This is an optimization exercise on Yosys and OpenROAD, whose aim is small area, a short achievable clock period and few clock cycles per item, not a production implementation.
In this exercise RTL edits were held to simulation tests only and were not proved equivalent to the original.

== v6 ==
==> flow/design.v <==
module fastpfor_pack (
    input  wire         clk,
    input  wire         rst,
    input  wire         in_valid,
    output wire         in_ready,
    input  wire [127:0] in_data,
    input  wire [5:0]   in_width,
    output reg          out_valid,
    input  wire         out_ready,
    output reg  [31:0]  out_word
);
    function [31:0] rot4;
        input [31:0] x;
        input [3:0]  oh;
        input [4:0]  k;
        begin
            rot4 = ({32{oh[0]}} & x)
                 | ({32{oh[1]}} & ((x << k)      | (x >> (6'd32 - k))))
                 | ({32{oh[2]}} & ((x << 2 * k)  | (x >> (6'd32 - 2 * k))))
                 | ({32{oh[3]}} & ((x << 3 * k)  | (x >> (6'd32 - 3 * k))));
        end
    endfunction
    function [3:0] onehot;
        input [1:0] v;
        onehot = 4'b0001 << v;
    endfunction
    reg [127:0] hold;
    reg [5:0]   hw;          
    reg         hv;          
    reg         half;        
    reg         quad;        
    reg [2:0]   beat;        
    reg [5:0]   chunk_w;     
    reg         rdy;         
    reg [63:0]  acc;
    reg [6:0]   cnt;
    reg         mrg;         
    reg         big;         
    reg [6:0]   s1, send;
    reg [3:0]   ra1, ra2, rb1, rb2, rc1, rc2, rd1, rd2;
    reg         rb3, rd3;
    wire out_free = !out_valid || out_ready;
    wire blocked  = mrg && big && !out_free;           
    wire go       = mrg && !blocked;                   
    wire consume  = go && (half || quad);
    assign in_ready = rdy;
    wire accept   = in_valid && rdy;
    wire [9:0]  lc   = quad ? hold[73:64]  : 10'd0;
    wire [9:0]  ld   = quad ? hold[105:96] : 10'd0;
    wire [31:0] ra   = rot4(rot4(hold[31:0], ra1, 5'd2), ra2, 5'd8);
    wire [31:0] rc   = rot4(rot4({22'd0, lc}, rc1, 5'd2), rc2, 5'd8);
    wire [31:0] rb0  = rot4(rot4(hold[63:32], rb1, 5'd1), rb2, 5'd4);
    wire [31:0] rd0  = rot4(rot4({22'd0, ld}, rd1, 5'd1), rd2, 5'd4);
    wire [31:0] rb   = rb3 ? {rb0[15:0], rb0[31:16]} : rb0;
    wire [31:0] rd   = rd3 ? {rd0[15:0], rd0[31:16]} : rd0;
    wire [31:0] la   = ra | rc;
    wire [31:0] lb   = rb | rd;
    wire [31:0] th0  = 32'hFFFF_FFFF << {cnt[4:1], 1'b0};
    wire [31:0] th1  = 32'hFFFF_FFFF << s1[4:0];
    wire        q1   = s1[5];
    wire [31:0] m0   = (acc[31:0] & ~th0) | (la & th0) | (q1 ? 32'd0 : (lb & th1));
    wire [31:0] m1   = (la & ~th0) | (q1 ? (lb & th1) : (lb & ~th1));
    wire [31:0] m2   = q1 ? (lb & ~th1) : 32'd0;
    wire [63:0] mv   = go ? {m1, m0} : acc;
    wire [6:0]  total = mrg ? send : cnt;
    wire        emit  = out_free && (total[6:5] != 2'd0);
    wire        hv_n   = accept || (hv && !consume);
    wire        half_n = mrg ? (!half && !quad) : half;
    wire        first  = rdy && (beat == 3'd0);         
    wire [5:0]  w_n    = rdy ? chunk_w : hw;
    wire [5:0]  hw_n   = first ? in_width : w_n;
    wire        quad_n = (hw_n <= 6'd10);
    wire [6:0]  cnt_n  = emit ? total - 7'd32 : total;
    wire        mrg_n  = hv_n && (cnt_n[6:5] == 2'd0);
    wire        ov_n   = emit || (out_valid && !out_ready);
    wire        rdy_n  = !hv_n || (!blocked && cnt_n[6:5] == 2'd0 && (half_n || quad_n) && !(ov_n && big_n));
    wire [5:0]  in_w3  = {in_width[4:0], 1'b0} + in_width[4:0];
    wire [5:0]  w3_n   = {w_n[4:0], 1'b0} + w_n[4:0];
    wire [5:0]  wload  = (beat == 3'd0) ? in_width : chunk_w;
    wire [31:0] mload  = wload[5] ? 32'hFFFF_FFFF : ~(32'hFFFF_FFFF << wload[4:0]);
    wire [6:0]  s1_n   = first ? {1'b0, in_width} : {2'b0, total[4:0]} + {1'b0, w_n};
    wire [6:0]  s2_n   = first ? {in_width, 1'b0} : {2'b0, total[4:0]} + {w_n, 1'b0};
    wire [5:0]  s3_n   = first ? in_w3 : {1'b0, total[4:0]} + w3_n;
    wire [6:0]  s4_n   = first ? {1'b0, in_width[3:0], 2'b0} : {2'b0, total[4:0]} + {1'b0, w_n[3:0], 2'b0};
    wire [6:0]  send_n = quad_n ? s4_n : s2_n;
    wire        big_n  = (send_n > 7'd64);
    always @(posedge clk) begin
        if (emit) begin
            out_word <= mv[31:0];
            acc      <= {m2, mv[63:32]};
        end else begin
            acc      <= mv;
        end
        if (rdy)
            hold <= in_data & {4{mload}};
        else if (go && !half)
            hold[63:0] <= hold[127:64];
        hw   <= hw_n;
        quad <= quad_n;
        if (!blocked) begin
            s1   <= s1_n;
            ra1  <= onehot(total[2:1]);
            ra2  <= onehot(total[4:3]);
            rb1  <= onehot(s1_n[1:0]);
            rb2  <= onehot(s1_n[3:2]);
            rb3  <= s1_n[4];
            rc1  <= onehot(s2_n[2:1]);
            rc2  <= onehot(s2_n[4:3]);
            rd1  <= onehot(s3_n[1:0]);
            rd2  <= onehot(s3_n[3:2]);
            rd3  <= s3_n[4];
            send <= send_n;
            big  <= big_n;
        end
        if (rst) begin
            hv        <= 1'b0;
            half      <= 1'b0;
            beat      <= 3'd0;
            chunk_w   <= 6'd0;
            cnt       <= 7'd0;
            mrg       <= 1'b0;
            out_valid <= 1'b0;
            rdy       <= 1'b1;
        end else begin
            out_valid <= ov_n;
            if (!blocked) begin
                cnt  <= cnt_n;
                mrg  <= mrg_n;
                half <= half_n;
            end
            hv   <= hv_n;
            rdy  <= rdy_n;
            if (accept) begin
                beat <= beat + 3'd1;
                if (beat == 3'd0)
                    chunk_w <= in_width;
            end
        end
    end
endmodule
==> flow/config.mk <==
export PLATFORM = sky130hd
export DESIGN_NAME = fastpfor_pack
export DESIGN_NICKNAME = fastpfor_pack
export VERILOG_FILES = /design/flow/design.v
export SDC_FILE = /design/flow/constraint.sdc
export NUM_CORES = 4
export LEC_CHECK = 0
export CAP_MARGIN = 20
export CORE_MARGIN = 2
export CORE_UTILIZATION = 40
export CTS_CLUSTER_DIAMETER = 80
export CTS_CLUSTER_SIZE = 30
export SLEW_MARGIN = 20
==> flow/constraint.sdc <==
create_clock -name core_clock -period 8.0 [get_ports {clk}]
set_input_delay 1.6000 -clock core_clock [delete_from_list [all_inputs] [get_ports {clk}]]
set_output_delay 1.6000 -clock core_clock [all_outputs]
set_load 0.01 [all_outputs]
standard.sh (not shown) runs the stock make flow with config.mk's settings and CLKGATE_MAP_FILE= SYNTH_SCRIPT=/design/flow/synth_recipe.tcl, a recipe that flattens the netlist after the stock synthesis.
==> flow/flow/run.sh <==
#!/bin/bash
set -o pipefail
export SETUP_SLACK_MARGIN=5.35
export BUFFER_PORTS_ARGS="-buffer_cell sky130_fd_sc_hd__buf_2"
bash standard.sh 2>&1 | tee standard.log
Testbench counts of v6, summed over its fixed seeds: cycles 17,555, chunks 1,280.
#### Input delta (v7 over v6)
diff --git a/flow/design.v b/flow/design.v
--- a/flow/design.v
+++ b/flow/design.v
@@ -31,19 +31,16 @@
     reg         quad;        
     reg [2:0]   beat;        
     reg [5:0]   chunk_w;     
     reg         rdy;         
-    reg [63:0]  acc;
+    reg [95:0]  acc;
     reg [6:0]   cnt;
     reg         mrg;         
-    reg         big;         
     reg [6:0]   s1, send;
     reg [3:0]   ra1, ra2, rb1, rb2, rc1, rc2, rd1, rd2;
     reg         rb3, rd3;
     wire out_free = !out_valid || out_ready;
-    wire blocked  = mrg && big && !out_free;           
-    wire go       = mrg && !blocked;                   
-    wire consume  = go && (half || quad);
+    wire consume  = mrg && (half || quad);
     assign in_ready = rdy;
     wire accept   = in_valid && rdy;
     wire [9:0]  lc   = quad ? hold[73:64]  : 10'd0;
     wire [9:0]  ld   = quad ? hold[105:96] : 10'd0;
@@ -60,9 +57,9 @@
     wire        q1   = s1[5];
     wire [31:0] m0   = (acc[31:0] & ~th0) | (la & th0) | (q1 ? 32'd0 : (lb & th1));
     wire [31:0] m1   = (la & ~th0) | (q1 ? (lb & th1) : (lb & ~th1));
     wire [31:0] m2   = q1 ? (lb & ~th1) : 32'd0;
-    wire [63:0] mv   = go ? {m1, m0} : acc;
+    wire [95:0] mv   = mrg ? {m2, m1, m0} : acc;
     wire [6:0]  total = mrg ? send : cnt;
     wire        emit  = out_free && (total[6:5] != 2'd0);
     wire        hv_n   = accept || (hv && !consume);
     wire        half_n = mrg ? (!half && !quad) : half;
@@ -71,48 +68,42 @@
     wire [5:0]  hw_n   = first ? in_width : w_n;
     wire        quad_n = (hw_n <= 6'd10);
     wire [6:0]  cnt_n  = emit ? total - 7'd32 : total;
     wire        mrg_n  = hv_n && (cnt_n[6:5] == 2'd0);
-    wire        ov_n   = emit || (out_valid && !out_ready);
-    wire        rdy_n  = !hv_n || (!blocked && cnt_n[6:5] == 2'd0 && (half_n || quad_n) && !(ov_n && big_n));
+    wire        rdy_n  = !hv_n || (cnt_n[6:5] == 2'd0 && (half_n || quad_n));
     wire [5:0]  in_w3  = {in_width[4:0], 1'b0} + in_width[4:0];
     wire [5:0]  w3_n   = {w_n[4:0], 1'b0} + w_n[4:0];
     wire [5:0]  wload  = (beat == 3'd0) ? in_width : chunk_w;
     wire [31:0] mload  = wload[5] ? 32'hFFFF_FFFF : ~(32'hFFFF_FFFF << wload[4:0]);
     wire [6:0]  s1_n   = first ? {1'b0, in_width} : {2'b0, total[4:0]} + {1'b0, w_n};
     wire [6:0]  s2_n   = first ? {in_width, 1'b0} : {2'b0, total[4:0]} + {w_n, 1'b0};
     wire [5:0]  s3_n   = first ? in_w3 : {1'b0, total[4:0]} + w3_n;
     wire [6:0]  s4_n   = first ? {1'b0, in_width[3:0], 2'b0} : {2'b0, total[4:0]} + {1'b0, w_n[3:0], 2'b0};
-    wire [6:0]  send_n = quad_n ? s4_n : s2_n;
-    wire        big_n  = (send_n > 7'd64);
     always @(posedge clk) begin
         if (emit) begin
             out_word <= mv[31:0];
-            acc      <= {m2, mv[63:32]};
+            acc      <= {mv[95:64], mv[95:32]};
         end else begin
             acc      <= mv;
         end
         if (rdy)
             hold <= in_data & {4{mload}};
-        else if (go && !half)
+        else if (mrg && !half)
             hold[63:0] <= hold[127:64];
         hw   <= hw_n;
         quad <= quad_n;
-        if (!blocked) begin
-            s1   <= s1_n;
-            ra1  <= onehot(total[2:1]);
-            ra2  <= onehot(total[4:3]);
-            rb1  <= onehot(s1_n[1:0]);
-            rb2  <= onehot(s1_n[3:2]);
-            rb3  <= s1_n[4];
-            rc1  <= onehot(s2_n[2:1]);
-            rc2  <= onehot(s2_n[4:3]);
-            rd1  <= onehot(s3_n[1:0]);
-            rd2  <= onehot(s3_n[3:2]);
-            rd3  <= s3_n[4];
-            send <= send_n;
-            big  <= big_n;
-        end
+        s1   <= s1_n;
+        ra1  <= onehot(total[2:1]);
+        ra2  <= onehot(total[4:3]);
+        rb1  <= onehot(s1_n[1:0]);
+        rb2  <= onehot(s1_n[3:2]);
+        rb3  <= s1_n[4];
+        rc1  <= onehot(s2_n[2:1]);
+        rc2  <= onehot(s2_n[4:3]);
+        rd1  <= onehot(s3_n[1:0]);
+        rd2  <= onehot(s3_n[3:2]);
+        rd3  <= s3_n[4];
+        send <= quad_n ? s4_n : s2_n;
         if (rst) begin
             hv        <= 1'b0;
             half      <= 1'b0;
             beat      <= 3'd0;
@@ -121,15 +112,16 @@
             mrg       <= 1'b0;
             out_valid <= 1'b0;
             rdy       <= 1'b1;
         end else begin
-            out_valid <= ov_n;
-            if (!blocked) begin
-                cnt  <= cnt_n;
-                mrg  <= mrg_n;
-                half <= half_n;
-            end
+            if (emit)
+                out_valid <= 1'b1;
+            else if (out_ready)
+                out_valid <= 1'b0;
+            cnt  <= cnt_n;
+            mrg  <= mrg_n;
             hv   <= hv_n;
+            half <= half_n;
             rdy  <= rdy_n;
             if (accept) begin
                 beat <= beat + 3'd1;
                 if (beat == 3'd0)
### Flow results
Of v6 and v7, v7 shows the lower highest cell delay on the worst timing path, with v6 above it. Diff v6 -> v7 | clock-buffer cell count | increase of 3.8%. Summary of v7 over v6: non-clock buffering overhead in the final layout lower; maximum clock frequency higher; die area higher; pin slew with the least headroom to its limit lower; diode insertion count for antenna repair lower.
Testbench counts of v7, summed over its fixed seeds: cycles 17,555, chunks 1,280.

[separate check: timing with driven ports]
The results above use ideal ports. As a check the final layouts listed here were re-extracted and re-timed, cells and wires unchanged.
Step 1 (the two cells are an assumption about what drives the block):
set clk [get_ports {clk}]
set_driving_cell -lib_cell sky130_fd_sc_hd__clkbuf_16 $clk
set_driving_cell -lib_cell sky130_fd_sc_hd__buf_2 [delete_from_list [all_inputs] $clk]
Step 2 moves the port delays by t, midway between the first and last clock arrival at a register: inputs arrive t later, outputs are due t later. That takes back most of the time a late clock gives input paths.
Three values: ideal ports, drivers, drivers and shift; two values: the first two.
run | t, ns | setup slack, ns | hold slack, ns | worst setup path at the end | clock arrival spread, ns
v6 | 0.639 | 5.162 / 5.101 / 4.622 | 0.504 / 0.504 / 0.504 | input to register | 0.064 / 0.064
v7 | 0.625 | 5.206 / 5.148 / 4.786 | 0.451 / 0.451 / 0.451 | input to register | 0.040 / 0.040
After both steps setup and hold are still met in every run listed. The setup slack of v6, which loses most, moves by -0.061 ns with the drivers and by -0.540 ns with both steps.
